This design comes from an exercise in tuning for small area, a short achievable clock period and few clock cycles on the open sky130 flow, not from production work. In this exercise RTL edits were held to simulation tests only and were not proved equivalent to the original.

==> run a <==
Design pec_temp_core, start of the top module:
module pec_temp_core (
    input  wire        clk,
    input  wire        rst,       
    input  wire        req,
    input  wire        we,
    input  wire [5:0]  addr,      
    input  wire [1:0]  size,      
    input  wire [3:0]  be,        
    input  wire [31:0] wdata,
    output wire        ready,
    output reg  [31:0] rdata,
    output wire        err
);
==> flow/config.mk <==
export PLATFORM = sky130hd
export DESIGN_NAME = pec_temp_core
export DESIGN_NICKNAME = pec_temp_core
export VERILOG_FILES = /design/flow/design.v
export SDC_FILE = /design/flow/constraint.sdc
export NUM_CORES = 4
export LEC_CHECK = 0
export ABC_AREA = 1
export CAP_MARGIN = 20
export CORE_MARGIN = 2
export CORE_UTILIZATION = 30
export SLEW_MARGIN = 20
==> flow/constraint.sdc <==
create_clock -name core_clock -period 36.0 [get_ports {clk}]
set_input_delay 7.2000 -clock core_clock [delete_from_list [all_inputs] [get_ports {clk}]]
set_output_delay 7.2000 -clock core_clock [all_outputs]
set_load 0.01 [all_outputs]
standard.sh (not shown) runs the stock make flow with config.mk's settings and CLKGATE_MAP_FILE= SYNTH_SCRIPT=/design/flow/synth_recipe.tcl, a recipe that flattens the netlist after the stock synthesis.
==> flow/flow/run.sh <==
#!/bin/bash
# Own layout flow: the standard flow (standard.sh, all ORFS steps unchanged) with
#  - the combinational logic mapped by ABC for area (no full-adder extraction),
#  - every port buffered (as the standard flow does) with buf_2 instead of the
#    default port buffer cell,
#  - repair_timing asked for extra setup slack, so that it sizes up the
#    critical paths (the clock period and constraints are the standard flow's, unchanged).
# Each step's full output goes to a log file in this folder.
set -euo pipefail
work=$PWD
rm -rf "$work/scripts_area"
cp -r "$FLOW_HOME/scripts" "$work/scripts_area"
printf 'strash\ndch -f\nmap -a\ntopo\nstime -c\n' > "$work/scripts_area/abc_area.script"
export SCRIPTS_DIR="$work/scripts_area"
export ADDER_MAP_FILE=
export SETUP_SLACK_MARGIN=20.0
export BUFFER_PORTS_ARGS="-buffer_cell sky130_fd_sc_hd__buf_2"
bash standard.sh synth > "$work/log_synth.txt" 2>&1
bash standard.sh floorplan > "$work/log_floorplan.txt" 2>&1
bash standard.sh place > "$work/log_place.txt" 2>&1
bash standard.sh cts > "$work/log_cts.txt" 2>&1
bash standard.sh route > "$work/log_route.txt" 2>&1
bash standard.sh finish > "$work/log_finish.txt" 2>&1
==> run b: changes against run a <==
--- a/flow/design.v
+++ b/flow/design.v
@@ -10,23 +10,21 @@
             if (crc_out[7])
                 crc_out = {crc_out[6:0], 1'b0} ^ 8'h07;
             else
                 crc_out = {crc_out[6:0], 1'b0};
         end
     end
 endmodule
 module temp_convert (
+    input  wire        clk,
     input  wire [15:0] raw_in,    
     input  wire [15:0] raw,       
-    input  wire [63:0] st,        
-    output wire [11:0] s0,        
-    output wire [51:0] s1,        
     output wire [31:0] tcc,
-    output wire [63:0] f64        
+    output wire [63:0] f64
 );
     function [19:0] tab_p;
         input [4:0] x;
         case (x)
             5'd0: tab_p = 20'h0;
             5'd1: tab_p = 20'ha3d7;
             5'd2: tab_p = 20'h147ae;
             5'd3: tab_p = 20'h1eb85;
@@ -415,19 +413,22 @@
     assign rr0[12] = 5'd0;
     generate for (gj = 11; gj >= 5; gj = gj - 1) begin : gdiv0
         if (gj == 11) begin : top
             assign {q0[gj], rr0[gj]} = dstep({1'b0, raw_in[15:12]}, raw_in[11]);
         end else begin : st
             assign {q0[gj], rr0[gj]} = dstep(rr0[gj+1], raw_in[gj]);
         end
     end endgenerate
-    assign s0 = {q0, rr0[5]};
-    wire [11:5] s0_q = st[11:5];
-    wire [4:0]  s0_r = st[4:0];
+    reg [11:5] s0_q;
+    reg [4:0]  s0_r;
+    always @(posedge clk) begin
+        s0_q <= q0;
+        s0_r <= rr0[5];
+    end
     wire [4:0]  rr [0:5];
     wire [4:0]  q1;
     assign rr[5] = s0_r;
     generate for (gj = 4; gj >= 0; gj = gj - 1) begin : gdiv1
         assign {q1[gj], rr[gj]} = dstep(rr[gj+1], raw[gj]);
     end endgenerate
     wire [11:0] q = {s0_q, q1};
     wire [4:0]  r = rr[0];
@@ -496,24 +497,31 @@
         for (b = 12; b >= 0; b = b - 1) begin
             if (q31[b] && hi) q3p2 = 1'b0;    
             hi = hi | q31[b];
         end
         for (b = 0; b < 13; b = b + 1)
             if (q31[b]) begin shq = 12 - b; shq1 = 13 - b; end
     end
     wire        q3z1 = (q31 == 13'd0);
-    assign s1 = {ls1, sgn, q31, r31, (q3z1 ? tab_shz(r31) : shq), shq1, !q3z1 && q3p2};
-    wire [21:0] ls  = st[51:30];
-    wire        sg  = st[29];
-    wire [12:0] q3  = st[28:16];
-    wire [4:0]  r3  = st[15:11];
-    wire [4:0]  shb = st[10:6];
-    wire [4:0]  shi = st[5:1];
-    wire        shc = st[0];
+    reg [21:0] ls;
+    reg        sg;
+    reg [12:0] q3;
+    reg [4:0]  r3;
+    reg [4:0]  shb, shi;
+    reg        shc;
+    always @(posedge clk) begin
+        ls  <= ls1;
+        sg  <= sgn;
+        q3  <= q31;
+        r3  <= r31;
+        shb <= q3z1 ? tab_shz(r31) : shq;
+        shi <= shq1;
+        shc <= !q3z1 && q3p2;
+    end
     wire [21:0] L  = ls ^ {22{sg}};
     wire [1:0]  c  = L[21:20];               
     wire [19:0] lw = L[19:0];
     wire        r3z = (r3 == 5'd0);
     wire        uf0 = r3z & (c == 2'b11);
     wire [4:0]  sh  = (uf0 & shc) ? shi : shb;
     wire [19:0] lm2  = tab_lm2(sh);
     wire [19:0] onr  = {lm2[18:0], 1'b1} & ~lm2;
@@ -544,18 +552,18 @@
         for (n = 0; n < 13; n = n + 1) begin
             q3m[n] = q3[n] ^ bc;
             bc     = ~q3[n] & bc;
         end
     end
     wire [12:0] q3f  = uf ? q3m : q3;
     wire [68:0] ar   = {q3f, mid, lr[19:0]};
     wire [69:0] nrm  = {1'b0, ar} << sh;
-    wire        ovf  = nrm[69];    
-    wire [51:0] frac = nrm[67:16];
+    wire        ovf  = nrm[69];                  
+    wire [51:0] frac = ovf ? 52'd0 : nrm[67:16];
     assign f64 = {sg, tab_ex({ovf, sh}), frac};
 endmodule
 module pec_temp_core (
     input  wire        clk,
     input  wire        rst,       
     input  wire        req,
     input  wire        we,
     input  wire [5:0]  addr,      
@@ -616,27 +624,24 @@
     crc8_step u_f2 (.crc_in(c2),    .data(8'hB5), .crc_out(c3));
     crc8_step u_f3 (.crc_in(c3),    .data(rx0),   .crc_out(c4));
     crc8_step u_f4 (.crc_in(c4),    .data(rx1),   .crc_out(crc_frame));
     wire rx_full  = (rxcnt == 3'd3);
     wire pec_good = (crc_frame == rx2);
     wire [31:0] conv_tcc;
     wire [63:0] conv_f64;
     wire [15:0] raw_src = op[1] ? a16 : {rx1, rx0};
-    wire [11:0] conv_s0;
-    wire [51:0] conv_s1;
-    temp_convert u_conv (.raw_in(raw_src), .raw(raw_q), .st(tf64_q),
-                         .s0(conv_s0), .s1(conv_s1), .tcc(conv_tcc), .f64(conv_f64));
+    temp_convert u_conv (.clk(clk), .raw_in(raw_src), .raw(raw_q),
+                         .tcc(conv_tcc), .f64(conv_f64));
     wire framecmd  = is3 || is4 || is5;
     wire rd_badreg = is5 && !treg;
     wire fr_ok     = framecmd && !rd_badreg && rx_full;    
     wire conv_rd   = is5 && fr_ok && pec_good;             
     wire conv_clr  = is5 && !(fr_ok && pec_good);          
     wire consume   = framecmd || is7;
-    wire conv_go   = do_cmd && (conv_rd || is6);           
     reg [3:0] code_n;
     always @* begin
         if (!legal)                     code_n = CODE_CMD;
         else if (rd_badreg)             code_n = CODE_REG;
         else if (framecmd && !rx_full)  code_n = CODE_LEN;
         else if ((is4 || is5) && !pec_good) code_n = CODE_PEC;
         else                            code_n = CODE_OK;
     end
@@ -648,17 +653,17 @@
             cv     <= 1'b0;
             pend1  <= 1'b0;
             pend2  <= 1'b0;
             tver   <= 1'b0;
             code   <= CODE_NONE;
             lastop <= 8'd0;
         end else begin
             pend1 <= 1'b0;
-            pend2 <= pend1 && !conv_go;
+            pend2 <= pend1;
             if (rx_wr && !rxcnt[2])
                 rxcnt <= rxcnt + 3'd1;
             if (cmd_wr) begin
                 lastop <= op;
                 code   <= code_n;
             end
             if (do_cmd) begin
                 if (is1) crc_q <= 8'd0;
@@ -682,30 +687,20 @@
         if (rx_wr && rxcnt == 3'd1) rx1 <= wdata[7:0];
         if (rx_wr && rxcnt == 3'd2) rx2 <= wdata[7:0];
         if (do_cmd && fr_ok) begin
             fb1  <= a8;
             fb3  <= rx0;
             fb4  <= rx1;
             fpec <= rx2;
         end
-        if (conv_go)
+        if (do_cmd && (conv_rd || is6))
             raw_q <= raw_src;
-        if (conv_go)
-            tf64_q[11:0] <= conv_s0;
-        else if (pend1)
-            tf64_q[11:0] <= conv_s1[11:0];
-        else if (pend2)
-            tf64_q[11:0] <= conv_f64[11:0];
-        if (conv_go || pend1)
-            tf64_q[51:12] <= conv_s1[51:12];
-        else if (pend2)
-            tf64_q[51:12] <= conv_f64[51:12];
         if (pend2)
-            tf64_q[63:52] <= conv_f64[63:52];
+            tf64_q <= conv_f64;
     end
     wire [3:0] ra = addr[5:2];
     wire v0 = (rxcnt != 3'd0);
     wire v1 = rxcnt[2] || rxcnt[1];
     wire v2 = rxcnt[2] || (rxcnt == 3'd3);
     always @* begin
         rdata = 32'd0;
         case (ra)
==> flow/run.sh (new file) <==
#!/bin/bash
# synth_recipe.tcl (not shown) runs the flow's synth.tcl, then flattens the netlist and writes it again
# the make line also repeats each setting of config.mk as NAME=value (left out here)
make -C /OpenROAD-flow-scripts/flow DESIGN_CONFIG=/design/flow/config.mk WORK_HOME=/design/flow/orfs CLKGATE_MAP_FILE= SYNTH_SCRIPT=/design/flow/synth_recipe.tcl finish
--- a/flow/config.mk
+++ b/flow/config.mk
@@ -4,9 +4,10 @@
 export VERILOG_FILES = /design/flow/design.v
 export SDC_FILE = /design/flow/constraint.sdc
 export NUM_CORES = 4
 export LEC_CHECK = 0
 export ABC_AREA = 1
 export CAP_MARGIN = 20
 export CORE_MARGIN = 2
 export CORE_UTILIZATION = 30
+export SETUP_SLACK_MARGIN = 1.0
 export SLEW_MARGIN = 20
removed: flow/flow/run.sh
removed: flow/standard.sh
==> summary of the runs <==
- Run a produced a clean layout. Run b finished with timing, DRC and antenna clean.
- In run b the wire length is lower than in run a, by 5.0%.
- Of run b and run a, run a has the higher worst hold slack (gap 0.013 ns).
- In run a the clock-buffer cell count is lower than in run b, by 20.
- Utilization: run a is higher than run b (1.1 points).
- In run a the sequential cell count is lower than in run b, by 83.
- Sequential share of layout area: run b is higher than run a (3.6 points).
- Between run a and run b, the lower global-route usage is in run b (gap 5.7 points).
Testbench counts of run a, summed over its fixed seeds: cycles 30,641.
Testbench counts of run b, summed over its fixed seeds: cycles 30,641.

## afterwards: timing with drivers on the ports
Ports are ideal in the flow. The routed layouts listed here were re-timed in OpenROAD.
Step 1 assumes that a clkbuf_16 drives the clock port and a buf_2 every other input.
Step 2 times the ports against the registers' clock, not the clock port: input delays grow and output delays shrink by t, the midpoint of the rising clock arrivals with the driver on.
Three values: ideal, step 1, step 2; two values: the first two.
| run | shift t [ns] | setup WS [ns] | cell pins on the clock port's net |
|---|---|---|---|
| run a | 0.500 | 19.895 / 19.861 / 19.861 | 1 |
| run b | 0.633 | 18.446 / 18.415 / 18.415 | 1 |
After both steps every run listed still meets setup and hold. For run a, which loses most, drivers alone change the setup slack by -0.034 ns; drivers and shift together by -0.034 ns.
